Context: an optimization exercise on an open-source flow, tuned for small area and few clock cycles. The choices shown serve that exercise and are no tape-out recipe.
Only simulation tests tie the RTL to the original design; equivalence was not proved.
Power figures rest on the tool's default switching activity, not on a simulated workload.

trial 87:
// qurv_codec
module qurv_codec (
    input  wire        clk,
    input  wire        rst,           
    input  wire        step_valid,
    input  wire        step_kind,     
    input  wire [23:0] step_word,
    output reg         done,
    output reg         rdata_valid,
    output reg  [15:0] rdata,
    output wire        tx_valid,
    output wire [7:0]  tx_data,
    input  wire        tx_ready
);
    localparam integer PAYLOAD_MAX = 32;
    localparam integer BODY_MAX    = PAYLOAD_MAX + 6;
    localparam integer RX_BUDGET   = 2 * BODY_MAX + 2;
    localparam [7:0] HOST_ADDR  = 8'h42;
    localparam [7:0] TYPE_READ  = 8'h04;
    localparam [7:0] TYPE_WRITE = 8'h05;
    localparam [7:0] ACK_READ   = 8'h08;
    localparam [7:0] ACK_WRITE  = 8'h03;
    localparam [7:0] START      = 8'h0D;
    localparam [7:0] ENDM       = 8'h0A;
    localparam [7:0] ESC        = 8'h5E;
    localparam [7:0] ESC_OFFSET = 8'h40;
  ...
export LEC_CHECK = 0
export CAP_MARGIN = 20
export CORE_MARGIN = 2
export CORE_UTILIZATION = 60
export CTS_BUF_LIST = sky130_fd_sc_hd__clkbuf_4 sky130_fd_sc_hd__clkbuf_8
export CTS_CLUSTER_DIAMETER = 40
export CTS_CLUSTER_SIZE = 16
export PLACE_DENSITY = 0.75
export SLEW_MARGIN = 20
create_clock -name core_clock -period 10.0 [get_ports {clk}]
run.sh (not shown) runs the stock make flow with config.mk's settings and CLKGATE_MAP_FILE= SYNTH_SCRIPT=/design/flow/synth_recipe.tcl, a recipe that flattens the netlist after the stock synthesis.
Testbench counts of trial 87, summed over its fixed seeds: cycles 56,530.
What trial 60 does differently from trial 87 at the input level:
--- a/flow/config.mk
+++ b/flow/config.mk
@@ -9,7 +9,7 @@
 export CORE_MARGIN = 2
-export CORE_UTILIZATION = 60
+export CORE_UTILIZATION = 40
 export CTS_BUF_LIST = sky130_fd_sc_hd__clkbuf_4 sky130_fd_sc_hd__clkbuf_8
-export CTS_CLUSTER_DIAMETER = 40
-export CTS_CLUSTER_SIZE = 16
-export PLACE_DENSITY = 0.75
+export CTS_CLUSTER_DIAMETER = 50
+export CTS_CLUSTER_SIZE = 20
+export PLACE_DENSITY = 0.6
 export SLEW_MARGIN = 20
==> run notes <==
- Comparing trial 60 and trial 87, the higher switching component of the power was measured on trial 60.
- Internal power summed over all cells: trial 60 worse than trial 87
- Diff trial 60 and trial 87: total power draw lower in trial 87
- Trial 60: aggregate routed wire length 1.4% above trial 87
- Where post-route worst setup slack is concerned, trial 87 is outperformed by trial 60.

========
Another version of the RTL of qurv_codec (not shown whole).
Size: about 1,100 flip-flops, about 56 I/O pins.
## qurv_codec
module qurv_codec (
    input  wire        clk,
    input  wire        rst,           
    input  wire        step_valid,
    input  wire        step_kind,     
    input  wire [23:0] step_word,
    output reg         done,
    output reg         rdata_valid,
    output reg  [15:0] rdata,
    output wire        tx_valid,
    output wire [7:0]  tx_data,
    input  wire        tx_ready
);
export LEC_CHECK = 0
export CAP_MARGIN = 20
export CORE_MARGIN = 2
export CORE_UTILIZATION = 60
export CTS_BUF_LIST = sky130_fd_sc_hd__clkbuf_4 sky130_fd_sc_hd__clkbuf_8
export CTS_CLUSTER_DIAMETER = 50
export CTS_CLUSTER_SIZE = 20
export PLACE_DENSITY = 0.75
export SLEW_MARGIN = 20
create_clock -name core_clock -period 10.0 [get_ports {clk}]
standard.sh (not shown) runs the stock make flow with config.mk's settings and CLKGATE_MAP_FILE= SYNTH_SCRIPT=/design/flow/synth_recipe.tcl, a recipe that flattens the netlist after the stock synthesis.
==> flow/flow/run.sh <==
#!/bin/bash
# The standard layout (the standard.sh, all steps) with two changes:
# - the port buffers use the smallest buffer cell instead of the default one;
# - clock tree synthesis adds no dummy loads (the same clustering and buffers
#   as config.mk asks for otherwise).
export BUFFER_PORTS_ARGS="-buffer_cell sky130_fd_sc_hd__buf_1"
export CTS_ARGS="-sink_clustering_enable -repair_clock_nets -sink_clustering_size 20 -sink_clustering_max_diameter 50 -buf_list {sky130_fd_sc_hd__clkbuf_4 sky130_fd_sc_hd__clkbuf_8} -dont_use_dummy_load"
bash standard.sh > standard.log 2>&1
Testbench counts at the start, summed over its fixed seeds: cycles 56,132.
Rerun with:
==> flow/flow/run.sh (replaced) <==
#!/bin/bash
# The standard layout (the standard.sh, all steps) with two changes:
# - the port buffers use the smallest buffer cell instead of the default one;
# - clock tree synthesis adds no dummy loads (the same clustering and buffers
#   as config.mk asks for otherwise).
export BUFFER_PORTS_ARGS="-buffer_cell sky130_fd_sc_hd__buf_1"
export CTS_ARGS="-sink_clustering_enable -repair_clock_nets -sink_clustering_size 16 -sink_clustering_max_diameter 40 -buf_list {sky130_fd_sc_hd__clkbuf_4 sky130_fd_sc_hd__clkbuf_8} -dont_use_dummy_load"
bash standard.sh > standard.log 2>&1
CTS_CLUSTER_DIAMETER = 40   (was 50)
CTS_CLUSTER_SIZE = 16   (was 20)
Outcome: Total power rose by 2.7%; final area rose by 0.69%; utilization rose by 0.45 points; setup slack improved by 0.027 ns; register-to-register slack improved by 0.04 ns; die area does not change; routed wire length barely changes; via count rose by 0.81%; global-route usage rose by 0.15 points; hold slack got worse by 0.0038 ns; non-clock buffer count rose by 1.
Rerun with:
==> flow/run.sh (new file) <==
#!/bin/bash
# synth_recipe.tcl (not shown) runs the flow's synth.tcl, then flattens the netlist and writes it again
# the make line also repeats each setting of config.mk as NAME=value (left out here)
make -C /OpenROAD-flow-scripts/flow DESIGN_CONFIG=/design/flow/config.mk WORK_HOME=/design/flow/orfs CLKGATE_MAP_FILE= SYNTH_SCRIPT=/design/flow/synth_recipe.tcl finish
removed: flow/flow/run.sh
removed: flow/standard.sh
First-iteration DRC count is about the same.
Final cell count climbs by a few percent.
Routed wire length is about the same.
Clock-buffer cell count climbs by 23.
Worst setup slack gets worse by 0.18 ns.
Cell area climbs by a few percent.
Synthesized cell count is unchanged.
Die area does not change.
Fmax drops by a few percent.
Utilization climbs by 2.4 points.
Rerun with:
==> flow/flow/run.sh (new file) <==
#!/bin/bash
# The standard layout (the standard.sh, all steps), except that the port
# buffers use the smallest buffer cell instead of the default one.
export BUFFER_PORTS_ARGS="-buffer_cell sky130_fd_sc_hd__buf_1"
bash standard.sh > standard.log 2>&1
==> flow/standard.sh (new file) <==
#!/bin/bash
# synth_recipe.tcl (not shown) runs the flow's synth.tcl, then flattens the netlist and writes it again
# the make line also repeats each setting of config.mk as NAME=value (left out here)
make -C /OpenROAD-flow-scripts/flow DESIGN_CONFIG=/design/flow/config.mk WORK_HOME=/design/flow/orfs CLKGATE_MAP_FILE= SYNTH_SCRIPT=/design/flow/synth_recipe.tcl "${@:-finish}"
removed: flow/run.sh
What happened:
- The new run completed without violations
- wire length increases by 0.38%
- cell count decreases by 0.51%
- cell area decreases by 1.3%
- setup slack improves by 0.28 ns
- total power decreases by 1.6%
- die area is unchanged

==> afterwards: timing with drivers on the ports <==
Ports are ideal in the flow. The routed layouts listed here were re-timed in OpenROAD. Step 1: set_driving_cell puts a clkbuf_16 on clk and a buf_2 on each other input, an assumption about the parent block. Step 2 adds t to the input delays and takes it off the output delays; t is the mean of the earliest and latest rising clock arrival at the registers after step 1. Input paths then give back, and output paths get back, about the clock's delay inside the block. a / b / c = ideal / step 1 / step 2; a / b = the first two.
run	t (ns)	slack for setup (ns)	hold slack, ns
trial 87	0.824	0.699 / 0.639 / 0.573	0.310 / 0.310 / 0.310
trial 60	0.831	1.175 / 1.221 / 0.391	0.299 / 0.299 / 0.299
the first run of note 2	0.760	1.261 / 1.301 / 0.541	0.260 / 0.260 / 0.260
the second run of note 2	0.778	1.287 / 1.332 / 0.554	0.256 / 0.256 / 0.256
the third run of note 2	0.810	1.105 / 1.039 / 0.455	0.285 / 0.285 / 0.285
the fourth run of note 2	0.815	1.382 / 1.424 / 0.609	0.296 / 0.296 / 0.296
After both steps every run listed still meets setup and hold. For trial 60, which loses most, drivers alone change the setup slack by +0.046 ns; drivers and shift together by -0.784 ns.
